What follows belongs to an exercise in optimizing a design on an open flow for small area, a short achievable clock period and few clock cycles; a production flow would make more cautious choices.
In this exercise RTL edits were held to simulation tests only and were not proved equivalent to the original.
Power and IR drop assume default switching activity.

--- flow/config.mk ---
export PLATFORM = sky130hd
export DESIGN_NAME = dkc
export DESIGN_NICKNAME = dkc
export VERILOG_FILES = /design/flow/design.v
export SDC_FILE = /design/flow/constraint.sdc
export NUM_CORES = 8
export LEC_CHECK = 0
export CAP_MARGIN = 20
export CORE_MARGIN = 2
export CORE_UTILIZATION = 30
export SLEW_MARGIN = 20
--- flow/constraint.sdc ---
create_clock -name core_clock -period 8.0 [get_ports {clk}]
set_input_delay 1.6000 -clock core_clock [delete_from_list [all_inputs] [get_ports {clk}]]
set_output_delay 1.6000 -clock core_clock [all_outputs]
set_load 0.01 [all_outputs]
--- flow/design.v ---
module dkc_perm #(
    parameter integer N_IN  = 64,
    parameter integer N_OUT = 64,
    parameter [8*N_OUT-1:0] TABLE = {8*N_OUT{1'b0}}
) (
    input  wire [N_IN-1:0]  x,
    output wire [N_OUT-1:0] y
);
    genvar i;
    generate
        for (i = 0; i < N_OUT; i = i + 1) begin : g_bit
            assign y[N_OUT-1-i] = x[N_IN - TABLE[8*(N_OUT-1-i) +: 8]];
        end
    endgenerate
endmodule
module dkc_des_sboxes (
    input  wire [47:0] x,
    output reg  [31:0] y
);
    always @(*) begin
        case (x[47:42])
            6'd0: y[31:28] = 4'd14;
            6'd1: y[31:28] = 4'd0;
            6'd2: y[31:28] = 4'd4;
            6'd3: y[31:28] = 4'd15;
            6'd4: y[31:28] = 4'd13;
            6'd5: y[31:28] = 4'd7;
            6'd6: y[31:28] = 4'd1;
            6'd7: y[31:28] = 4'd4;
            6'd8: y[31:28] = 4'd2;
            6'd9: y[31:28] = 4'd14;
            6'd10: y[31:28] = 4'd15;
            6'd11: y[31:28] = 4'd2;
            6'd12: y[31:28] = 4'd11;
            6'd13: y[31:28] = 4'd13;
            6'd14: y[31:28] = 4'd8;
            6'd15: y[31:28] = 4'd1;
            6'd16: y[31:28] = 4'd3;
            6'd17: y[31:28] = 4'd10;
            6'd18: y[31:28] = 4'd10;
            6'd19: y[31:28] = 4'd6;
            6'd20: y[31:28] = 4'd6;
            6'd21: y[31:28] = 4'd12;
            6'd22: y[31:28] = 4'd12;
            6'd23: y[31:28] = 4'd11;
            6'd24: y[31:28] = 4'd5;
            6'd25: y[31:28] = 4'd9;
            6'd26: y[31:28] = 4'd9;
            6'd27: y[31:28] = 4'd5;
            6'd28: y[31:28] = 4'd0;
            6'd29: y[31:28] = 4'd3;
            6'd30: y[31:28] = 4'd7;
            6'd31: y[31:28] = 4'd8;
            6'd32: y[31:28] = 4'd4;
            6'd33: y[31:28] = 4'd15;
            6'd34: y[31:28] = 4'd1;
            6'd35: y[31:28] = 4'd12;
            6'd36: y[31:28] = 4'd14;
            6'd37: y[31:28] = 4'd8;
            6'd38: y[31:28] = 4'd8;
            6'd39: y[31:28] = 4'd2;
            6'd40: y[31:28] = 4'd13;
            6'd41: y[31:28] = 4'd4;
            6'd42: y[31:28] = 4'd6;
            6'd43: y[31:28] = 4'd9;
            6'd44: y[31:28] = 4'd2;
            6'd45: y[31:28] = 4'd1;
            6'd46: y[31:28] = 4'd11;
            6'd47: y[31:28] = 4'd7;
            6'd48: y[31:28] = 4'd15;
            6'd49: y[31:28] = 4'd5;
            6'd50: y[31:28] = 4'd12;
            6'd51: y[31:28] = 4'd11;
            6'd52: y[31:28] = 4'd9;
            6'd53: y[31:28] = 4'd3;
            6'd54: y[31:28] = 4'd7;
            6'd55: y[31:28] = 4'd14;
            6'd56: y[31:28] = 4'd3;
            6'd57: y[31:28] = 4'd10;
            6'd58: y[31:28] = 4'd10;
            6'd59: y[31:28] = 4'd0;
            6'd60: y[31:28] = 4'd5;
            6'd61: y[31:28] = 4'd6;
            6'd62: y[31:28] = 4'd0;
            6'd63: y[31:28] = 4'd13;
            default: y[31:28] = 4'd0;
        endcase
    end
    always @(*) begin
        case (x[41:36])
            6'd0: y[27:24] = 4'd15;
            6'd1: y[27:24] = 4'd3;
            6'd2: y[27:24] = 4'd1;
            6'd3: y[27:24] = 4'd13;
            6'd4: y[27:24] = 4'd8;
            6'd5: y[27:24] = 4'd4;
            6'd6: y[27:24] = 4'd14;
            6'd7: y[27:24] = 4'd7;
            6'd8: y[27:24] = 4'd6;
            6'd9: y[27:24] = 4'd15;
            6'd10: y[27:24] = 4'd11;
            6'd11: y[27:24] = 4'd2;
            6'd12: y[27:24] = 4'd3;
            6'd13: y[27:24] = 4'd8;
            6'd14: y[27:24] = 4'd4;
            6'd15: y[27:24] = 4'd14;
            6'd16: y[27:24] = 4'd9;
            6'd17: y[27:24] = 4'd12;
            6'd18: y[27:24] = 4'd7;
            6'd19: y[27:24] = 4'd0;
            6'd20: y[27:24] = 4'd2;
            6'd21: y[27:24] = 4'd1;
            6'd22: y[27:24] = 4'd13;
            6'd23: y[27:24] = 4'd10;
            6'd24: y[27:24] = 4'd12;
            6'd25: y[27:24] = 4'd6;
            6'd26: y[27:24] = 4'd0;
            6'd27: y[27:24] = 4'd9;
            6'd28: y[27:24] = 4'd5;
            6'd29: y[27:24] = 4'd11;
            6'd30: y[27:24] = 4'd10;
            6'd31: y[27:24] = 4'd5;
            6'd32: y[27:24] = 4'd0;
            6'd33: y[27:24] = 4'd13;
            6'd34: y[27:24] = 4'd14;
            6'd35: y[27:24] = 4'd8;
            6'd36: y[27:24] = 4'd7;
            6'd37: y[27:24] = 4'd10;
            6'd38: y[27:24] = 4'd11;
            6'd39: y[27:24] = 4'd1;
            6'd40: y[27:24] = 4'd10;
            6'd41: y[27:24] = 4'd3;
            6'd42: y[27:24] = 4'd4;
            6'd43: y[27:24] = 4'd15;
            6'd44: y[27:24] = 4'd13;
            6'd45: y[27:24] = 4'd4;
            6'd46: y[27:24] = 4'd1;
            6'd47: y[27:24] = 4'd2;
            6'd48: y[27:24] = 4'd5;
            6'd49: y[27:24] = 4'd11;
            6'd50: y[27:24] = 4'd8;
            6'd51: y[27:24] = 4'd6;
            6'd52: y[27:24] = 4'd12;
            6'd53: y[27:24] = 4'd7;
            6'd54: y[27:24] = 4'd6;
            6'd55: y[27:24] = 4'd12;
            6'd56: y[27:24] = 4'd9;
            6'd57: y[27:24] = 4'd0;
            6'd58: y[27:24] = 4'd3;
            6'd59: y[27:24] = 4'd5;
            6'd60: y[27:24] = 4'd2;
            6'd61: y[27:24] = 4'd14;
            6'd62: y[27:24] = 4'd15;
            6'd63: y[27:24] = 4'd9;
            default: y[27:24] = 4'd0;
        endcase
    end
    always @(*) begin
        case (x[35:30])
            6'd0: y[23:20] = 4'd10;
            6'd1: y[23:20] = 4'd13;
            6'd2: y[23:20] = 4'd0;
            6'd3: y[23:20] = 4'd7;
            6'd4: y[23:20] = 4'd9;
            6'd5: y[23:20] = 4'd0;
            6'd6: y[23:20] = 4'd14;
            6'd7: y[23:20] = 4'd9;
            6'd8: y[23:20] = 4'd6;
            6'd9: y[23:20] = 4'd3;
            6'd10: y[23:20] = 4'd3;
            6'd11: y[23:20] = 4'd4;
            6'd12: y[23:20] = 4'd15;
            6'd13: y[23:20] = 4'd6;
            6'd14: y[23:20] = 4'd5;
            6'd15: y[23:20] = 4'd10;
            6'd16: y[23:20] = 4'd1;
            6'd17: y[23:20] = 4'd2;
            6'd18: y[23:20] = 4'd13;
            6'd19: y[23:20] = 4'd8;
            6'd20: y[23:20] = 4'd12;
            6'd21: y[23:20] = 4'd5;
            6'd22: y[23:20] = 4'd7;
            6'd23: y[23:20] = 4'd14;
            6'd24: y[23:20] = 4'd11;
            6'd25: y[23:20] = 4'd12;
            6'd26: y[23:20] = 4'd4;
            6'd27: y[23:20] = 4'd11;
            6'd28: y[23:20] = 4'd2;
            6'd29: y[23:20] = 4'd15;
            6'd30: y[23:20] = 4'd8;
            6'd31: y[23:20] = 4'd1;
            6'd32: y[23:20] = 4'd13;
            6'd33: y[23:20] = 4'd1;
            6'd34: y[23:20] = 4'd6;
            6'd35: y[23:20] = 4'd10;
            6'd36: y[23:20] = 4'd4;
            6'd37: y[23:20] = 4'd13;
            6'd38: y[23:20] = 4'd9;
            6'd39: y[23:20] = 4'd0;
            6'd40: y[23:20] = 4'd8;
            6'd41: y[23:20] = 4'd6;
            6'd42: y[23:20] = 4'd15;
            6'd43: y[23:20] = 4'd9;
            6'd44: y[23:20] = 4'd3;
            6'd45: y[23:20] = 4'd8;
            6'd46: y[23:20] = 4'd0;
            6'd47: y[23:20] = 4'd7;
            6'd48: y[23:20] = 4'd11;
            6'd49: y[23:20] = 4'd4;
            6'd50: y[23:20] = 4'd1;
            6'd51: y[23:20] = 4'd15;
            6'd52: y[23:20] = 4'd2;
            6'd53: y[23:20] = 4'd14;
            6'd54: y[23:20] = 4'd12;
            6'd55: y[23:20] = 4'd3;
            6'd56: y[23:20] = 4'd5;
            6'd57: y[23:20] = 4'd11;
            6'd58: y[23:20] = 4'd10;
            6'd59: y[23:20] = 4'd5;
            6'd60: y[23:20] = 4'd14;
            6'd61: y[23:20] = 4'd2;
            6'd62: y[23:20] = 4'd7;
            6'd63: y[23:20] = 4'd12;
            default: y[23:20] = 4'd0;
        endcase
    end
    always @(*) begin
        case (x[29:24])
            6'd0: y[19:16] = 4'd7;
            6'd1: y[19:16] = 4'd13;
            6'd2: y[19:16] = 4'd13;
            6'd3: y[19:16] = 4'd8;
            6'd4: y[19:16] = 4'd14;
            6'd5: y[19:16] = 4'd11;
            6'd6: y[19:16] = 4'd3;
            6'd7: y[19:16] = 4'd5;
            6'd8: y[19:16] = 4'd0;
            6'd9: y[19:16] = 4'd6;
            6'd10: y[19:16] = 4'd6;
            6'd11: y[19:16] = 4'd15;
            6'd12: y[19:16] = 4'd9;
            6'd13: y[19:16] = 4'd0;
            6'd14: y[19:16] = 4'd10;
            6'd15: y[19:16] = 4'd3;
            6'd16: y[19:16] = 4'd1;
            6'd17: y[19:16] = 4'd4;
            6'd18: y[19:16] = 4'd2;
            6'd19: y[19:16] = 4'd7;
            6'd20: y[19:16] = 4'd8;
            6'd21: y[19:16] = 4'd2;
            6'd22: y[19:16] = 4'd5;
            6'd23: y[19:16] = 4'd12;
            6'd24: y[19:16] = 4'd11;
            6'd25: y[19:16] = 4'd1;
            6'd26: y[19:16] = 4'd12;
            6'd27: y[19:16] = 4'd10;
            6'd28: y[19:16] = 4'd4;
            6'd29: y[19:16] = 4'd14;
            6'd30: y[19:16] = 4'd15;
            6'd31: y[19:16] = 4'd9;
            6'd32: y[19:16] = 4'd10;
            6'd33: y[19:16] = 4'd3;
            6'd34: y[19:16] = 4'd6;
            6'd35: y[19:16] = 4'd15;
            6'd36: y[19:16] = 4'd9;
            6'd37: y[19:16] = 4'd0;
            6'd38: y[19:16] = 4'd0;
            6'd39: y[19:16] = 4'd6;
            6'd40: y[19:16] = 4'd12;
            6'd41: y[19:16] = 4'd10;
            6'd42: y[19:16] = 4'd11;
            6'd43: y[19:16] = 4'd1;
            6'd44: y[19:16] = 4'd7;
            6'd45: y[19:16] = 4'd13;
            6'd46: y[19:16] = 4'd13;
            6'd47: y[19:16] = 4'd8;
            6'd48: y[19:16] = 4'd15;
            6'd49: y[19:16] = 4'd9;
            6'd50: y[19:16] = 4'd1;
            6'd51: y[19:16] = 4'd4;
            6'd52: y[19:16] = 4'd3;
            6'd53: y[19:16] = 4'd5;
            6'd54: y[19:16] = 4'd14;
            6'd55: y[19:16] = 4'd11;
            6'd56: y[19:16] = 4'd5;
            6'd57: y[19:16] = 4'd12;
            6'd58: y[19:16] = 4'd2;
            6'd59: y[19:16] = 4'd7;
            6'd60: y[19:16] = 4'd8;
            6'd61: y[19:16] = 4'd2;
            6'd62: y[19:16] = 4'd4;
            6'd63: y[19:16] = 4'd14;
            default: y[19:16] = 4'd0;
        endcase
    end
    always @(*) begin
        case (x[23:18])
            6'd0: y[15:12] = 4'd2;
            6'd1: y[15:12] = 4'd14;
            6'd2: y[15:12] = 4'd12;
            6'd3: y[15:12] = 4'd11;
            6'd4: y[15:12] = 4'd4;
            6'd5: y[15:12] = 4'd2;
            6'd6: y[15:12] = 4'd1;
            6'd7: y[15:12] = 4'd12;
            6'd8: y[15:12] = 4'd7;
            6'd9: y[15:12] = 4'd4;
            6'd10: y[15:12] = 4'd10;
            6'd11: y[15:12] = 4'd7;
            6'd12: y[15:12] = 4'd11;
            6'd13: y[15:12] = 4'd13;
            6'd14: y[15:12] = 4'd6;
            6'd15: y[15:12] = 4'd1;
            6'd16: y[15:12] = 4'd8;
            6'd17: y[15:12] = 4'd5;
            6'd18: y[15:12] = 4'd5;
            6'd19: y[15:12] = 4'd0;
            6'd20: y[15:12] = 4'd3;
            6'd21: y[15:12] = 4'd15;
            6'd22: y[15:12] = 4'd15;
            6'd23: y[15:12] = 4'd10;
            6'd24: y[15:12] = 4'd13;
            6'd25: y[15:12] = 4'd3;
            6'd26: y[15:12] = 4'd0;
            6'd27: y[15:12] = 4'd9;
            6'd28: y[15:12] = 4'd14;
            6'd29: y[15:12] = 4'd8;
            6'd30: y[15:12] = 4'd9;
            6'd31: y[15:12] = 4'd6;
            6'd32: y[15:12] = 4'd4;
            6'd33: y[15:12] = 4'd11;
            6'd34: y[15:12] = 4'd2;
            6'd35: y[15:12] = 4'd8;
            6'd36: y[15:12] = 4'd1;
            6'd37: y[15:12] = 4'd12;
            6'd38: y[15:12] = 4'd11;
            6'd39: y[15:12] = 4'd7;
            6'd40: y[15:12] = 4'd10;
            6'd41: y[15:12] = 4'd1;
            6'd42: y[15:12] = 4'd13;
            6'd43: y[15:12] = 4'd14;
            6'd44: y[15:12] = 4'd7;
            6'd45: y[15:12] = 4'd2;
            6'd46: y[15:12] = 4'd8;
            6'd47: y[15:12] = 4'd13;
            6'd48: y[15:12] = 4'd15;
            6'd49: y[15:12] = 4'd6;
            6'd50: y[15:12] = 4'd9;
            6'd51: y[15:12] = 4'd15;
            6'd52: y[15:12] = 4'd12;
            6'd53: y[15:12] = 4'd0;
            6'd54: y[15:12] = 4'd5;
            6'd55: y[15:12] = 4'd9;
            6'd56: y[15:12] = 4'd6;
            6'd57: y[15:12] = 4'd10;
            6'd58: y[15:12] = 4'd3;
            6'd59: y[15:12] = 4'd4;
            6'd60: y[15:12] = 4'd0;
            6'd61: y[15:12] = 4'd5;
            6'd62: y[15:12] = 4'd14;
            6'd63: y[15:12] = 4'd3;
            default: y[15:12] = 4'd0;
        endcase
    end
    always @(*) begin
        case (x[17:12])
            6'd0: y[11:8] = 4'd12;
            6'd1: y[11:8] = 4'd10;
            6'd2: y[11:8] = 4'd1;
            6'd3: y[11:8] = 4'd15;
            6'd4: y[11:8] = 4'd10;
            6'd5: y[11:8] = 4'd4;
            6'd6: y[11:8] = 4'd15;
            6'd7: y[11:8] = 4'd2;
            6'd8: y[11:8] = 4'd9;
            6'd9: y[11:8] = 4'd7;
            6'd10: y[11:8] = 4'd2;
            6'd11: y[11:8] = 4'd12;
            6'd12: y[11:8] = 4'd6;
            6'd13: y[11:8] = 4'd9;
            6'd14: y[11:8] = 4'd8;
            6'd15: y[11:8] = 4'd5;
            6'd16: y[11:8] = 4'd0;
            6'd17: y[11:8] = 4'd6;
            6'd18: y[11:8] = 4'd13;
            6'd19: y[11:8] = 4'd1;
            6'd20: y[11:8] = 4'd3;
            6'd21: y[11:8] = 4'd13;
            6'd22: y[11:8] = 4'd4;
            6'd23: y[11:8] = 4'd14;
            6'd24: y[11:8] = 4'd14;
            6'd25: y[11:8] = 4'd0;
            6'd26: y[11:8] = 4'd7;
            6'd27: y[11:8] = 4'd11;
            6'd28: y[11:8] = 4'd5;
            6'd29: y[11:8] = 4'd3;
            6'd30: y[11:8] = 4'd11;
            6'd31: y[11:8] = 4'd8;
            6'd32: y[11:8] = 4'd9;
            6'd33: y[11:8] = 4'd4;
            6'd34: y[11:8] = 4'd14;
            6'd35: y[11:8] = 4'd3;
            6'd36: y[11:8] = 4'd15;
            6'd37: y[11:8] = 4'd2;
            6'd38: y[11:8] = 4'd5;
            6'd39: y[11:8] = 4'd12;
            6'd40: y[11:8] = 4'd2;
            6'd41: y[11:8] = 4'd9;
            6'd42: y[11:8] = 4'd8;
            6'd43: y[11:8] = 4'd5;
            6'd44: y[11:8] = 4'd12;
            6'd45: y[11:8] = 4'd15;
            6'd46: y[11:8] = 4'd3;
            6'd47: y[11:8] = 4'd10;
            6'd48: y[11:8] = 4'd7;
            6'd49: y[11:8] = 4'd11;
            6'd50: y[11:8] = 4'd0;
            6'd51: y[11:8] = 4'd14;
            6'd52: y[11:8] = 4'd4;
            6'd53: y[11:8] = 4'd1;
            6'd54: y[11:8] = 4'd10;
            6'd55: y[11:8] = 4'd7;
            6'd56: y[11:8] = 4'd1;
            6'd57: y[11:8] = 4'd6;
            6'd58: y[11:8] = 4'd13;
            6'd59: y[11:8] = 4'd0;
            6'd60: y[11:8] = 4'd11;
            6'd61: y[11:8] = 4'd8;
            6'd62: y[11:8] = 4'd6;
            6'd63: y[11:8] = 4'd13;
            default: y[11:8] = 4'd0;
        endcase
    end
    always @(*) begin
        case (x[11:6])
            6'd0: y[7:4] = 4'd4;
            6'd1: y[7:4] = 4'd13;
            6'd2: y[7:4] = 4'd11;
            6'd3: y[7:4] = 4'd0;
            6'd4: y[7:4] = 4'd2;
            6'd5: y[7:4] = 4'd11;
            6'd6: y[7:4] = 4'd14;
            6'd7: y[7:4] = 4'd7;
            6'd8: y[7:4] = 4'd15;
            6'd9: y[7:4] = 4'd4;
            6'd10: y[7:4] = 4'd0;
            6'd11: y[7:4] = 4'd9;
            6'd12: y[7:4] = 4'd8;
            6'd13: y[7:4] = 4'd1;
            6'd14: y[7:4] = 4'd13;
            6'd15: y[7:4] = 4'd10;
            6'd16: y[7:4] = 4'd3;
            6'd17: y[7:4] = 4'd14;
            6'd18: y[7:4] = 4'd12;
            6'd19: y[7:4] = 4'd3;
            6'd20: y[7:4] = 4'd9;
            6'd21: y[7:4] = 4'd5;
            6'd22: y[7:4] = 4'd7;
            6'd23: y[7:4] = 4'd12;
            6'd24: y[7:4] = 4'd5;
            6'd25: y[7:4] = 4'd2;
            6'd26: y[7:4] = 4'd10;
            6'd27: y[7:4] = 4'd15;
            6'd28: y[7:4] = 4'd6;
            6'd29: y[7:4] = 4'd8;
            6'd30: y[7:4] = 4'd1;
            6'd31: y[7:4] = 4'd6;
            6'd32: y[7:4] = 4'd1;
            6'd33: y[7:4] = 4'd6;
            6'd34: y[7:4] = 4'd4;
            6'd35: y[7:4] = 4'd11;
            6'd36: y[7:4] = 4'd11;
            6'd37: y[7:4] = 4'd13;
            6'd38: y[7:4] = 4'd13;
            6'd39: y[7:4] = 4'd8;
            6'd40: y[7:4] = 4'd12;
            6'd41: y[7:4] = 4'd1;
            6'd42: y[7:4] = 4'd3;
            6'd43: y[7:4] = 4'd4;
            6'd44: y[7:4] = 4'd7;
            6'd45: y[7:4] = 4'd10;
            6'd46: y[7:4] = 4'd14;
            6'd47: y[7:4] = 4'd7;
            6'd48: y[7:4] = 4'd10;
            6'd49: y[7:4] = 4'd9;
            6'd50: y[7:4] = 4'd15;
            6'd51: y[7:4] = 4'd5;
            6'd52: y[7:4] = 4'd6;
            6'd53: y[7:4] = 4'd0;
            6'd54: y[7:4] = 4'd8;
            6'd55: y[7:4] = 4'd15;
            6'd56: y[7:4] = 4'd0;
            6'd57: y[7:4] = 4'd14;
            6'd58: y[7:4] = 4'd5;
            6'd59: y[7:4] = 4'd2;
            6'd60: y[7:4] = 4'd9;
            6'd61: y[7:4] = 4'd3;
            6'd62: y[7:4] = 4'd2;
            6'd63: y[7:4] = 4'd12;
            default: y[7:4] = 4'd0;
        endcase
    end
    always @(*) begin
        case (x[5:0])
            6'd0: y[3:0] = 4'd13;
            6'd1: y[3:0] = 4'd1;
            6'd2: y[3:0] = 4'd2;
            6'd3: y[3:0] = 4'd15;
            6'd4: y[3:0] = 4'd8;
            6'd5: y[3:0] = 4'd13;
            6'd6: y[3:0] = 4'd4;
            6'd7: y[3:0] = 4'd8;
            6'd8: y[3:0] = 4'd6;
            6'd9: y[3:0] = 4'd10;
            6'd10: y[3:0] = 4'd15;
            6'd11: y[3:0] = 4'd3;
            6'd12: y[3:0] = 4'd11;
            6'd13: y[3:0] = 4'd7;
            6'd14: y[3:0] = 4'd1;
            6'd15: y[3:0] = 4'd4;
            6'd16: y[3:0] = 4'd10;
            6'd17: y[3:0] = 4'd12;
            6'd18: y[3:0] = 4'd9;
            6'd19: y[3:0] = 4'd5;
            6'd20: y[3:0] = 4'd3;
            6'd21: y[3:0] = 4'd6;
            6'd22: y[3:0] = 4'd14;
            6'd23: y[3:0] = 4'd11;
            6'd24: y[3:0] = 4'd5;
            6'd25: y[3:0] = 4'd0;
            6'd26: y[3:0] = 4'd0;
            6'd27: y[3:0] = 4'd14;
            6'd28: y[3:0] = 4'd12;
            6'd29: y[3:0] = 4'd9;
            6'd30: y[3:0] = 4'd7;
            6'd31: y[3:0] = 4'd2;
            6'd32: y[3:0] = 4'd7;
            6'd33: y[3:0] = 4'd2;
            6'd34: y[3:0] = 4'd11;
            6'd35: y[3:0] = 4'd1;
            6'd36: y[3:0] = 4'd4;
            6'd37: y[3:0] = 4'd14;
            6'd38: y[3:0] = 4'd1;
            6'd39: y[3:0] = 4'd7;
            6'd40: y[3:0] = 4'd9;
            6'd41: y[3:0] = 4'd4;
            6'd42: y[3:0] = 4'd12;
            6'd43: y[3:0] = 4'd10;
            6'd44: y[3:0] = 4'd14;
            6'd45: y[3:0] = 4'd8;
            6'd46: y[3:0] = 4'd2;
            6'd47: y[3:0] = 4'd13;
            6'd48: y[3:0] = 4'd0;
            6'd49: y[3:0] = 4'd15;
            6'd50: y[3:0] = 4'd6;
            6'd51: y[3:0] = 4'd12;
            6'd52: y[3:0] = 4'd10;
            6'd53: y[3:0] = 4'd9;
            6'd54: y[3:0] = 4'd13;
            6'd55: y[3:0] = 4'd0;
            6'd56: y[3:0] = 4'd15;
            6'd57: y[3:0] = 4'd3;
            6'd58: y[3:0] = 4'd3;
            6'd59: y[3:0] = 4'd5;
            6'd60: y[3:0] = 4'd5;
            6'd61: y[3:0] = 4'd6;
            6'd62: y[3:0] = 4'd8;
            6'd63: y[3:0] = 4'd11;
            default: y[3:0] = 4'd0;
        endcase
    end
endmodule
module dkc_des (
    input  wire        clk,
    input  wire        rst_n,
    input  wire        start,      
    input  wire        decrypt,    
    input  wire [63:0] key,
    input  wire [63:0] din,
    output reg         done,       
    output wire [63:0] dout
);
    localparam [511:0] IP_T = {
        8'd58, 8'd50, 8'd42, 8'd34, 8'd26, 8'd18, 8'd10, 8'd2,
        8'd60, 8'd52, 8'd44, 8'd36, 8'd28, 8'd20, 8'd12, 8'd4,
        8'd62, 8'd54, 8'd46, 8'd38, 8'd30, 8'd22, 8'd14, 8'd6,
        8'd64, 8'd56, 8'd48, 8'd40, 8'd32, 8'd24, 8'd16, 8'd8,
        8'd57, 8'd49, 8'd41, 8'd33, 8'd25, 8'd17, 8'd9, 8'd1,
        8'd59, 8'd51, 8'd43, 8'd35, 8'd27, 8'd19, 8'd11, 8'd3,
        8'd61, 8'd53, 8'd45, 8'd37, 8'd29, 8'd21, 8'd13, 8'd5,
        8'd63, 8'd55, 8'd47, 8'd39, 8'd31, 8'd23, 8'd15, 8'd7
    };
    localparam [511:0] FP_T = {
        8'd40, 8'd8, 8'd48, 8'd16, 8'd56, 8'd24, 8'd64, 8'd32,
        8'd39, 8'd7, 8'd47, 8'd15, 8'd55, 8'd23, 8'd63, 8'd31,
        8'd38, 8'd6, 8'd46, 8'd14, 8'd54, 8'd22, 8'd62, 8'd30,
        8'd37, 8'd5, 8'd45, 8'd13, 8'd53, 8'd21, 8'd61, 8'd29,
        8'd36, 8'd4, 8'd44, 8'd12, 8'd52, 8'd20, 8'd60, 8'd28,
        8'd35, 8'd3, 8'd43, 8'd11, 8'd51, 8'd19, 8'd59, 8'd27,
        8'd34, 8'd2, 8'd42, 8'd10, 8'd50, 8'd18, 8'd58, 8'd26,
        8'd33, 8'd1, 8'd41, 8'd9, 8'd49, 8'd17, 8'd57, 8'd25
    };
    localparam [383:0] E_T = {
        8'd32, 8'd1, 8'd2, 8'd3, 8'd4, 8'd5, 8'd4, 8'd5,
        8'd6, 8'd7, 8'd8, 8'd9, 8'd8, 8'd9, 8'd10, 8'd11,
        8'd12, 8'd13, 8'd12, 8'd13, 8'd14, 8'd15, 8'd16, 8'd17,
        8'd16, 8'd17, 8'd18, 8'd19, 8'd20, 8'd21, 8'd20, 8'd21,
        8'd22, 8'd23, 8'd24, 8'd25, 8'd24, 8'd25, 8'd26, 8'd27,
        8'd28, 8'd29, 8'd28, 8'd29, 8'd30, 8'd31, 8'd32, 8'd1
    };
    localparam [255:0] P_T = {
        8'd16, 8'd7, 8'd20, 8'd21, 8'd29, 8'd12, 8'd28, 8'd17,
        8'd1, 8'd15, 8'd23, 8'd26, 8'd5, 8'd18, 8'd31, 8'd10,
        8'd2, 8'd8, 8'd24, 8'd14, 8'd32, 8'd27, 8'd3, 8'd9,
        8'd19, 8'd13, 8'd30, 8'd6, 8'd22, 8'd11, 8'd4, 8'd25
    };
    localparam [447:0] PC1_T = {
        8'd57, 8'd49, 8'd41, 8'd33, 8'd25, 8'd17, 8'd9, 8'd1,
        8'd58, 8'd50, 8'd42, 8'd34, 8'd26, 8'd18, 8'd10, 8'd2,
        8'd59, 8'd51, 8'd43, 8'd35, 8'd27, 8'd19, 8'd11, 8'd3,
        8'd60, 8'd52, 8'd44, 8'd36, 8'd63, 8'd55, 8'd47, 8'd39,
        8'd31, 8'd23, 8'd15, 8'd7, 8'd62, 8'd54, 8'd46, 8'd38,
        8'd30, 8'd22, 8'd14, 8'd6, 8'd61, 8'd53, 8'd45, 8'd37,
        8'd29, 8'd21, 8'd13, 8'd5, 8'd28, 8'd20, 8'd12, 8'd4
    };
    localparam [383:0] PC2_T = {
        8'd14, 8'd17, 8'd11, 8'd24, 8'd1, 8'd5, 8'd3, 8'd28,
        8'd15, 8'd6, 8'd21, 8'd10, 8'd23, 8'd19, 8'd12, 8'd4,
        8'd26, 8'd8, 8'd16, 8'd7, 8'd27, 8'd20, 8'd13, 8'd2,
        8'd41, 8'd52, 8'd31, 8'd37, 8'd47, 8'd55, 8'd30, 8'd40,
        8'd51, 8'd45, 8'd33, 8'd48, 8'd44, 8'd49, 8'd39, 8'd56,
        8'd34, 8'd53, 8'd46, 8'd42, 8'd50, 8'd36, 8'd29, 8'd32
    };
    reg        busy;
    reg        dec_q;
    reg [3:0]  rnd;
    reg [31:0] l_q, r_q;
    reg [27:0] c_q, d_q;
    wire [63:0] ip_out;
    wire [55:0] pc1_out;
    dkc_perm #(.N_IN(64), .N_OUT(64), .TABLE(IP_T))  u_ip  (.x(din), .y(ip_out));
    dkc_perm #(.N_IN(64), .N_OUT(56), .TABLE(PC1_T)) u_pc1 (.x(key), .y(pc1_out));
    reg [27:0] c_n, d_n;
    always @(*) begin
        if (!dec_q) begin
            if (rnd == 4'd0 || rnd == 4'd1 || rnd == 4'd8 || rnd == 4'd15) begin
                c_n = {c_q[26:0], c_q[27]};
                d_n = {d_q[26:0], d_q[27]};
            end else begin
                c_n = {c_q[25:0], c_q[27:26]};
                d_n = {d_q[25:0], d_q[27:26]};
            end
        end else begin
            if (rnd == 4'd0) begin
                c_n = c_q;
                d_n = d_q;
            end else if (rnd == 4'd1 || rnd == 4'd8 || rnd == 4'd15) begin
                c_n = {c_q[0], c_q[27:1]};
                d_n = {d_q[0], d_q[27:1]};
            end else begin
                c_n = {c_q[1:0], c_q[27:2]};
                d_n = {d_q[1:0], d_q[27:2]};
            end
        end
    end
    wire [47:0] round_key;
    wire [47:0] e_out;
    wire [31:0] s_out;
    wire [31:0] f_out;
    dkc_perm #(.N_IN(56), .N_OUT(48), .TABLE(PC2_T)) u_pc2 (.x({c_n, d_n}), .y(round_key));
    dkc_perm #(.N_IN(32), .N_OUT(48), .TABLE(E_T))   u_e   (.x(r_q), .y(e_out));
    dkc_des_sboxes u_sbox (.x(e_out ^ round_key), .y(s_out));
    dkc_perm #(.N_IN(32), .N_OUT(32), .TABLE(P_T))   u_p   (.x(s_out), .y(f_out));
    dkc_perm #(.N_IN(64), .N_OUT(64), .TABLE(FP_T))  u_fp  (.x({r_q, l_q}), .y(dout));
    always @(posedge clk) begin
        if (!rst_n) begin
            busy  <= 1'b0;
            done  <= 1'b0;
            dec_q <= 1'b0;
            rnd   <= 4'd0;
            l_q   <= 32'd0;
            r_q   <= 32'd0;
            c_q   <= 28'd0;
            d_q   <= 28'd0;
        end else begin
            done <= 1'b0;
            if (start) begin
                busy  <= 1'b1;
                dec_q <= decrypt;
                rnd   <= 4'd0;
                l_q   <= ip_out[63:32];
                r_q   <= ip_out[31:0];
                c_q   <= pc1_out[55:28];
                d_q   <= pc1_out[27:0];
            end else if (busy) begin
                l_q <= r_q;
                r_q <= l_q ^ f_out;
                c_q <= c_n;
                d_q <= d_n;
                rnd <= rnd + 4'd1;
                if (rnd == 4'd15) begin
                    busy <= 1'b0;
                    done <= 1'b1;
                end
            end
        end
    end
endmodule
module dkc_tdes (
    input  wire         clk,
    input  wire         rst_n,
    input  wire         start,
    input  wire         decrypt,
    input  wire [191:0] key,
    input  wire [63:0]  din,
    output reg          done,      
    output wire [63:0]  dout
);
    reg       busy;
    reg       dec_q;
    reg [1:0] stage;               
    reg       des_start;
    wire [63:0] k1 = key[191:128];
    wire [63:0] k2 = key[127:64];
    wire [63:0] k3 = key[63:0];
    wire [63:0] des_key = (stage == 2'd1) ? k2 :
                          (stage == 2'd0) ? (dec_q ? k3 : k1) :
                                            (dec_q ? k1 : k3);
    wire        des_dec = (stage == 2'd1) ? ~dec_q : dec_q;
    wire [63:0] des_din = (stage == 2'd0) ? din : dout;
    wire        des_done;
    dkc_des u_des (
        .clk     (clk),
        .rst_n   (rst_n),
        .start   (des_start),
        .decrypt (des_dec),
        .key     (des_key),
        .din     (des_din),
        .done    (des_done),
        .dout    (dout)
    );
    always @(posedge clk) begin
        if (!rst_n) begin
            busy      <= 1'b0;
            dec_q     <= 1'b0;
            stage     <= 2'd0;
            des_start <= 1'b0;
            done      <= 1'b0;
        end else begin
            des_start <= 1'b0;
            done      <= 1'b0;
            if (start) begin
                busy      <= 1'b1;
                dec_q     <= decrypt;
                stage     <= 2'd0;
                des_start <= 1'b1;
            end else if (busy && des_done) begin
                if (stage == 2'd2) begin
                    busy <= 1'b0;
                    done <= 1'b1;
                end else begin
                    stage     <= stage + 2'd1;
                    des_start <= 1'b1;
                end
            end
        end
    end
endmodule
module dkc (
    input  wire        clk,
    input  wire        rst_n,         
    input  wire        host_we,
    input  wire        host_re,
    input  wire [8:0]  host_addr,
    input  wire [7:0]  host_wdata,
    output reg  [7:0]  host_rdata,    
    input  wire        cmd_valid,
    input  wire [15:0] cmd_word,
    output reg         rsp_valid,     
    output wire [7:0]  rsp_status
);
    localparam [3:0] OP_KEXP = 4'h1, OP_TENC = 4'h2, OP_TDEC = 4'h3,
                     OP_XOR  = 4'h4, OP_MSKI = 4'h5, OP_MSKR = 4'h6,
                     OP_IPEK = 4'h7, OP_SKR  = 4'h8, OP_DTK  = 4'h9;
    localparam [2:0] E_OK = 3'd0, E_KEYLEN = 3'd1, E_BLKLEN = 3'd2,
                     E_MISMATCH = 3'd3, E_KSNLEN = 3'd5, E_ILLEGAL = 3'd6;
    localparam [63:0] IPEK_VARIANT  = 64'hC0C0C0C0_00000000;
    localparam [63:0] ROUND_VARIANT = 64'hFFFFFFFF_00000000;
    localparam [63:0] ROUND_KSN_AND = 64'hFFFFFFFF_FFE00000;
    localparam [3:0] S_IDLE    = 4'd0,
                     S_DECODE  = 4'd1,
                     S_TDES    = 4'd2,
                     S_FOLD_A  = 4'd3,
                     S_WAIT_A  = 4'd4,
                     S_WAIT_B  = 4'd5,
                     S_DTK     = 4'd6,
                     S_WRITE   = 4'd7;
    reg [8*192-1:0] buf_data;
    reg [8*5-1:0]   buf_len;
    reg [2:0]       status_err;
    wire         eng_we;             
    wire [2:0]   eng_idx;
    wire [4:0]   eng_len;
    wire [191:0] eng_data;
    genvar n;
    integer j;
    generate
        for (n = 0; n < 8; n = n + 1) begin : g_buf
            always @(posedge clk) begin
                if (!rst_n) begin
                    buf_data[n*192 +: 192] <= 192'd0;
                    buf_len[n*5 +: 5]      <= 5'd0;
                end else if (eng_we && eng_idx == n) begin
                    buf_data[n*192 +: 192] <= eng_data;
                    buf_len[n*5 +: 5]      <= eng_len;
                end else if (host_we && host_addr[8] == 1'b0 && host_addr[7:5] == n) begin
                    for (j = 0; j < 24; j = j + 1)
                        if (host_addr[4:0] == j)
                            buf_data[n*192 + (23-j)*8 +: 8] <= host_wdata;
                    if (host_addr[4:0] == 5'd24 && host_wdata <= 8'd24)
                        buf_len[n*5 +: 5] <= host_wdata[4:0];
                end
            end
        end
    endgenerate
    wire [191:0] rd_buf  = buf_data[host_addr[7:5]*192 +: 192];
    wire [4:0]   rd_len  = buf_len[host_addr[7:5]*5 +: 5];
    always @(posedge clk) begin
        if (!rst_n) begin
            host_rdata <= 8'd0;
        end else if (host_re) begin
            if (host_addr == 9'h100)
                host_rdata <= {5'd0, status_err};
            else if (host_addr[8] == 1'b1)
                host_rdata <= 8'd0;
            else if (host_addr[4:0] < 5'd24)
                host_rdata <= rd_buf[(23 - host_addr[4:0])*8 +: 8];
            else if (host_addr[4:0] == 5'd24)
                host_rdata <= {3'd0, rd_len};
            else
                host_rdata <= 8'd0;
        end
    end
    assign rsp_status = {5'd0, status_err};
    reg  [15:0] cw;
    wire [3:0]  op  = cw[15:12];
    wire [2:0]  rd  = cw[11:9];
    wire [2:0]  rs1 = cw[8:6];
    wire [2:0]  rs2 = cw[5:3];
    wire [191:0] a_data = buf_data[rs1*192 +: 192];
    wire [4:0]   a_len  = buf_len[rs1*5 +: 5];
    wire [191:0] b_data = buf_data[rs2*192 +: 192];
    wire [4:0]   b_len  = buf_len[rs2*5 +: 5];
    wire two_operand = (op == OP_KEXP) || (op == OP_MSKI) || (op == OP_MSKR);
    wire illegal = (cw[2:0] != 3'd0) || (op == 4'h0) || (op > OP_DTK) ||
                   (two_operand && rs2 != 3'd0);
    wire a_key_ok   = (a_len == 5'd16) || (a_len == 5'd24);
    wire a_is_16    = (a_len == 5'd16);
    wire b_ksn8_10  = (b_len == 5'd8) || (b_len == 5'd10);
    reg [2:0] err;
    always @(*) begin
        err = E_OK;
        if (illegal)
            err = E_ILLEGAL;
        else begin
            case (op)
                OP_KEXP: if (!a_key_ok) err = E_KEYLEN;
                OP_TENC, OP_TDEC: begin
                    if (!a_key_ok)           err = E_KEYLEN;
                    else if (b_len != 5'd8)  err = E_BLKLEN;
                end
                OP_XOR:  if (a_len != b_len) err = E_MISMATCH;
                OP_MSKI: if (a_len < 5'd8)   err = E_KSNLEN;
                OP_MSKR: if (!(a_len == 5'd8 || a_len == 5'd10)) err = E_KSNLEN;
                OP_IPEK: begin
                    if (!a_is_16)            err = E_KEYLEN;
                    else if (b_len < 5'd8)   err = E_KSNLEN;
                end
                OP_SKR, OP_DTK: begin
                    if (!a_is_16)            err = E_KEYLEN;
                    else if (!b_ksn8_10)     err = E_KSNLEN;
                end
                default: err = E_ILLEGAL;
            endcase
        end
    end
    wire [63:0] a_ksn8    = (a_len == 5'd10) ? a_data[175:112] : a_data[191:128];
    wire [63:0] b_ksn8    = (b_len == 5'd10) ? b_data[175:112] : b_data[191:128];
    wire [63:0] a_mski    = {a_data[191:136], a_data[135:128] & 8'hE0};
    wire [63:0] b_mski    = {b_data[191:136], b_data[135:128] & 8'hE0};
    wire [63:0] a_mskr    = a_ksn8 & ROUND_KSN_AND;
    wire [63:0] b_mskr    = b_ksn8 & ROUND_KSN_AND;
    wire [20:0] b_counter = b_ksn8[20:0];
    wire [191:0] xor_keep = ~({192{1'b1}} >> (a_len * 8));
    wire [191:0] xor_res  = (a_data ^ b_data) & xor_keep;
    wire [191:0] kexp_res = a_is_16 ? {a_data[191:64], a_data[191:128]} : a_data;
    reg  [3:0]   state;
    reg  [127:0] cur;        
    reg  [63:0]  blk;        
    reg  [63:0]  variant;
    reg  [63:0]  half_a;
    reg  [20:0]  ctr;
    reg  [4:0]   shift;
    reg          final_round;
    reg          key_sel;    
    reg          tdes_start;
    wire [63:0]  tdes_dout;
    wire         tdes_done;
    wire [127:0] cur_variant = cur ^ {variant, variant};
    wire [127:0] fold_key    = key_sel ? cur_variant : cur;
    wire         fold_mode   = (op == OP_IPEK) || (op == OP_SKR) || (op == OP_DTK);
    wire [191:0] tdes_key    = fold_mode ? {fold_key, fold_key[127:64]} : kexp_res;
    wire [63:0]  tdes_din    = fold_mode ? blk : b_data[191:128];
    dkc_tdes u_tdes (
        .clk     (clk),
        .rst_n   (rst_n),
        .start   (tdes_start),
        .decrypt (op == OP_TDEC),
        .key     (tdes_key),
        .din     (tdes_din),
        .done    (tdes_done),
        .dout    (tdes_dout)
    );
    always @(posedge clk) begin
        if (!rst_n) begin
            state       <= S_IDLE;
            cw          <= 16'd0;
            status_err  <= E_OK;
            rsp_valid   <= 1'b0;
            cur         <= 128'd0;
            blk         <= 64'd0;
            variant     <= 64'd0;
            half_a      <= 64'd0;
            ctr         <= 21'd0;
            shift       <= 5'd0;
            final_round <= 1'b0;
            key_sel     <= 1'b0;
            tdes_start  <= 1'b0;
        end else begin
            rsp_valid  <= 1'b0;
            tdes_start <= 1'b0;
            case (state)
                S_IDLE: begin
                    if (cmd_valid) begin
                        cw    <= cmd_word;
                        state <= S_DECODE;
                    end
                end
                S_DECODE: begin
                    final_round <= 1'b0;
                    shift       <= 5'd0;
                    ctr         <= b_counter;
                    cur         <= a_data[191:64];
                    if (err != E_OK) begin
                        status_err <= err;
                        rsp_valid  <= 1'b1;
                        state      <= S_IDLE;
                    end else begin
                        case (op)
                            OP_TENC, OP_TDEC: begin
                                tdes_start <= 1'b1;
                                state      <= S_TDES;
                            end
                            OP_IPEK: begin
                                blk     <= b_mski;
                                variant <= IPEK_VARIANT;
                                state   <= S_FOLD_A;
                            end
                            OP_SKR: begin
                                blk         <= b_mskr;
                                variant     <= ROUND_VARIANT;
                                final_round <= 1'b1;
                                state       <= S_FOLD_A;
                            end
                            OP_DTK: begin
                                blk     <= b_mskr;
                                variant <= ROUND_VARIANT;
                                state   <= S_DTK;
                            end
                            default: state <= S_WRITE;
                        endcase
                    end
                end
                S_TDES: begin
                    if (tdes_done)
                        state <= S_WRITE;
                end
                S_FOLD_A: begin
                    key_sel    <= 1'b0;
                    tdes_start <= 1'b1;
                    state      <= S_WAIT_A;
                end
                S_WAIT_A: begin
                    if (tdes_done) begin
                        half_a     <= tdes_dout;
                        key_sel    <= 1'b1;
                        tdes_start <= 1'b1;
                        state      <= S_WAIT_B;
                    end
                end
                S_WAIT_B: begin
                    if (tdes_done) begin
                        cur <= {half_a, tdes_dout};
                        if (op == OP_DTK && !final_round)
                            state <= S_DTK;
                        else
                            state <= S_WRITE;
                    end
                end
                S_DTK: begin
                    if (shift == 5'd21) begin
                        final_round <= 1'b1;
                        state       <= S_FOLD_A;
                    end else begin
                        shift <= shift + 5'd1;
                        if (ctr[shift])
                            state <= S_FOLD_A;
                    end
                end
                S_WRITE: begin
                    status_err <= E_OK;
                    rsp_valid  <= 1'b1;
                    state      <= S_IDLE;
                end
                default: state <= S_IDLE;
            endcase
        end
    end
    reg [191:0] result;
    reg [4:0]   result_len;
    always @(*) begin
        case (op)
            OP_KEXP: begin result = kexp_res;                   result_len = 5'd24; end
            OP_TENC,
            OP_TDEC: begin result = {tdes_dout, 128'd0};        result_len = 5'd8;  end
            OP_XOR:  begin result = xor_res;                    result_len = a_len; end
            OP_MSKI: begin result = {a_mski, 128'd0};           result_len = 5'd8;  end
            OP_MSKR: begin result = {a_mskr, 128'd0};           result_len = 5'd8;  end
            default: begin result = {cur, 64'd0};               result_len = 5'd16; end
        endcase
    end
    assign eng_we   = (state == S_WRITE);
    assign eng_idx  = rd;
    assign eng_len  = result_len;
    assign eng_data = result;
endmodule
--- flow/run.sh ---
#!/bin/bash
# synth_recipe.tcl (not shown) runs the flow's synth.tcl, then flattens the netlist and writes it again
# the make line also repeats each setting of config.mk as NAME=value (left out here)
make -C /OpenROAD-flow-scripts/flow DESIGN_CONFIG=/design/flow/config.mk WORK_HOME=/design/flow/orfs CLKGATE_MAP_FILE= SYNTH_SCRIPT=/design/flow/synth_recipe.tcl finish
==> impl_metrics.py <==
metrics = {
    "global_routing": {
        "gr-usage-all-layers_pct": 28.7,
        "antenna_found_initial": 79,
        "first_global_vias": 126482,
        "grt_overflow": 0,
        "grt_first_pass_wirelength_um": 1010000,
        "grt_max_degree": 192,
    },
    "sta": {
        "relSlewSlack_pct": 8.04,
        "setup_viol": 0,
        "skew_ns": 0.0860,
        "hold_ws_ns": 0.449,
        "period_share_pct": 78.8,
        "drv_slew": 0,
        "fmax_ghz": 0.159,
        "fin_tns_setup_ns": 0,
        "hold_viol_final": 0,
        "final.min_clock_period_ns": 6.30,
        "rsz0062_at_grt": "no",
        "worst_slew_pin_slew_ns": 1.34,
    },
    "placed_design": {
        "gp_congestion": 1.07,
        "io_buffers": 49,
        "place_area_um2": 149000,
        "hpwl_um": 464000,
    },
    "logic_synthesis": {
        "yosys-top-cells-area": "dfxtp_1 29%, mux4_2 21%, a211oi_1 15%",
        "yosysWarnings": 4,
        "syn_area_um2": 142000,
        "synth-edff-count": 0,
        "synth-xor-area-share_pct": 1.79,
        "synth_compound_area_share_pct": 24.4,
        "postSynthAreaPerCell_um2": 9.43,
        "ys_async_sr_fraction_pct": 0,
        "synth-seq-area-share_pct": 28.6,
        "ys.flop_type": "dfxtp_1",
        "yosys.area_share.simple_pct": 13.3,
        "muxShareOfSynthArea_pct": 26.1,
        "synth_top_area_share_pct": 28.6,
        "synth_largest_area_cell": "dfxtp_1",
        "syn_inst": 15015,
        "yosys_register_bits": 2022,
        "synthDistinctLibCells": 94,
        "synth_top_family_by_area": "multiplexers",
        "synthAdderAreaFrac_pct": 0.566,
    },
    "floorplanning": {
        "die_area_um2": 477000,
        "ioPinCount": 55,
        "die_w_um": 691,
        "core_area_um2": 470000,
        "num_rows": 252,
        "die_y_um": 691,
        "initial_core_util_pct": 30.1,
    },
    "cts": {
        "cts_hold_buffers": 0,
        "clk_pin_slew_ns": 0.06,
        "cts_setup_buffers": 0,
        "cts_root_buf": "clkbuf_16",
        "h-tree-depth": 4,
        "clk_latency_ns": 1.01,
        "clock-sinks": 2022,
        "numCtsBuffers": 234,
        "cts_resized": 0,
        "cts_tree": "done",
        "clockBufferDepth": 4,
    },
    "setup_path": {
        "cp-start-kind": "register",
        "crit_arrival_ns": 7.10,
        "crit_type": "reg2reg",
        "crit_required_ns": 8.80,
        "cp_max_fo": 31,
        "r2r_setup_slack_ns": 1.70,
        "end_kind": "register",
    },
    "drt": {
        "routed_wl_um": 722000,
        "drc": 0,
        "antenna_left": 0,
        "drt-pass1-iter-count": 7,
        "num_vias": 140590,
        "drt_iter0_drc": 23684,
        "avgRoutedWirePerCell_um": 35.0,
        "routed_via_density": 6.83,
    },
    "finish": {
        "most-common-layout-cells": "2814 x a211oi_1, 2012 x dfxtp_1, 1289 x mux4_2",
        "stdcell_area_um2": 157000,
        "layout.nets": 14225,
        "area_growth_pct": 11.0,
        "utilization_pct": 33.4,
        "final_layout_size_suffix_gt1_share_pct": 18.2,
        "final_common_cell": "a211oi_1",
    },
    "power_and_ir_drop": {
        "vdd_drop_max_uv": 271,
        "p_per_area_nw_per_um2": 175,
        "p_leak_uw": 0.0506,
    },
    "outcome": {
        "status": "complete, no violations",
    },
    "flow_run": {
        "drv_cap": 0,
    },
    "worst_hold_path": {
        "hp-class": "reg2reg",
    },
}
==> critical path, stage by stage (launching register included) <==
cell and delay (ns):
dfxtp_4 0.81, mux4_2 0.63, mux2i_4 0.50, inv_2 0.21, nor2_1 0.15, buf_4 0.32, nand3_1 0.20, nor2_4 0.91
buf_4 0.30, mux2i_1 0.08, a222oi_1 0.99, o211ai_1 0.61, nor2_1 0.24, a311oi_1 0.08
==> stage by stage <==
stage / instances / setup WS, ns / total power, µW
after floorplan: 15019 / 3.42 / 13800
after global placement: 20058 / 1.80 / 15900
after detailed placement: 20073 / 2.22 / 15900
after CTS: 20496 / 2.19 / 27100
after global routing: 20540 / 1.86 / 27800
final: 20593 / 1.70 / 27500
==> cells by family (layout without fill, tap and decap cells) <==
logic type	Yosys count	in the layout
mux	2066	2066
flops	2022	2022
fa+ha+maj	64	64
simple gates	3884	3884
other cells	1	65
buf+inv	1908	1199
xor+xnor	278	278
compound gates	4792	4792
==> path summary, 6_finish.rpt <==
check	from	to	cells after the start
worst max-delay path	cw[6]	buf_data[178]	13
worst min-delay path	ctr[1]	ctr[1]	2
worst max register to register	cw[6]	buf_data[178]	13
worst min register to register	ctr[1]	ctr[1]	2
==> synthesized netlist by cell type (31+ instances only) <==
cell and n:
buf_1 170, nor3_1 94, a211oi_1 2821, nor2b_1 612, clkbuf_1 1423, o21ai_0 283, o221ai_1 88, a21oi_1 646
o211ai_1 169, ha_1 64, nand2_1 1138, o22ai_1 44, mux2i_1 694, inv_1 96, a32oi_1 88, o21ai_1 34
a311oi_1 192, nand3_1 270, xnor2_1 125, xor2_1 142, nor2_1 876, mux4_2 1289, dfxtp_1 2022, a221oi_1 136
and3_1 774, buf_2 201, mux2_2 82, a222oi_1 31
==> power by group <==
group	switching (µW)	total (µW)	leakage (µW)	internal, µW
clock	5000	11500	0.00389	6510
sequential	267	10400	0.0163	10100
combinational	4000	5540	0.0305	1540
total	9260	27500	0.0506	18200
==> layer usage <==
layer  track usage, %  share of wire [%]
met1             35.8                 36
met2             39.3                 40
met3             12.1                 15
met4             20.3                8.6
met5            0.450               0.12
==> sequential cells by signal (all words and copies together), names as in the netlist, 28 cells and up <==
register and flops:
blk 59, cur 128, buf_data 1536, u_tdes.u_des.c_q 28, u_tdes.u_des.d_q 28, buf_len 40
u_tdes.u_des.l_q 32, half_a 64, u_tdes.u_des.r_q 32
==> area by class of cell <==
type                            count  area [µm²]
Multi-Input combinational cell  11089       94500
Timing Repair Buffer              672        5980
Clock inverter                     65         790
Clock buffer                      358        7080
Inverter                          104         410
Fill cell                       47805      313000
Sequential cell                  2022       40500
Tap cell                         6223        7790
Antenna cell                       60         150
Testbench counts, summed over its fixed seeds: cycles 142,283.

re-timing with driven ports:
No port has a modelled driver above. Below, the same layout with a new extraction and two added sets of constraints.
Step 1 assumes that a clkbuf_16 drives the clock port and a buf_2 every other input.
Step 2 adds t to the input delays and takes it off the output delays; t is the mean of the earliest and latest rising clock arrival at the registers after step 1. Input paths then give back, and output paths get back, about the clock's delay inside the block.
Three values: ideal ports, drivers, drivers and shift; two values: the first two.
t (ns): 1.087
setup WS [ns]: 1.698 / 1.698 / 1.698
worst data-port slew with drivers (ns): 0.26
After both steps setup and hold are still met in this run. For this run, drivers alone change the setup slack by 0.000 ns; drivers and shift together by 0.000 ns.
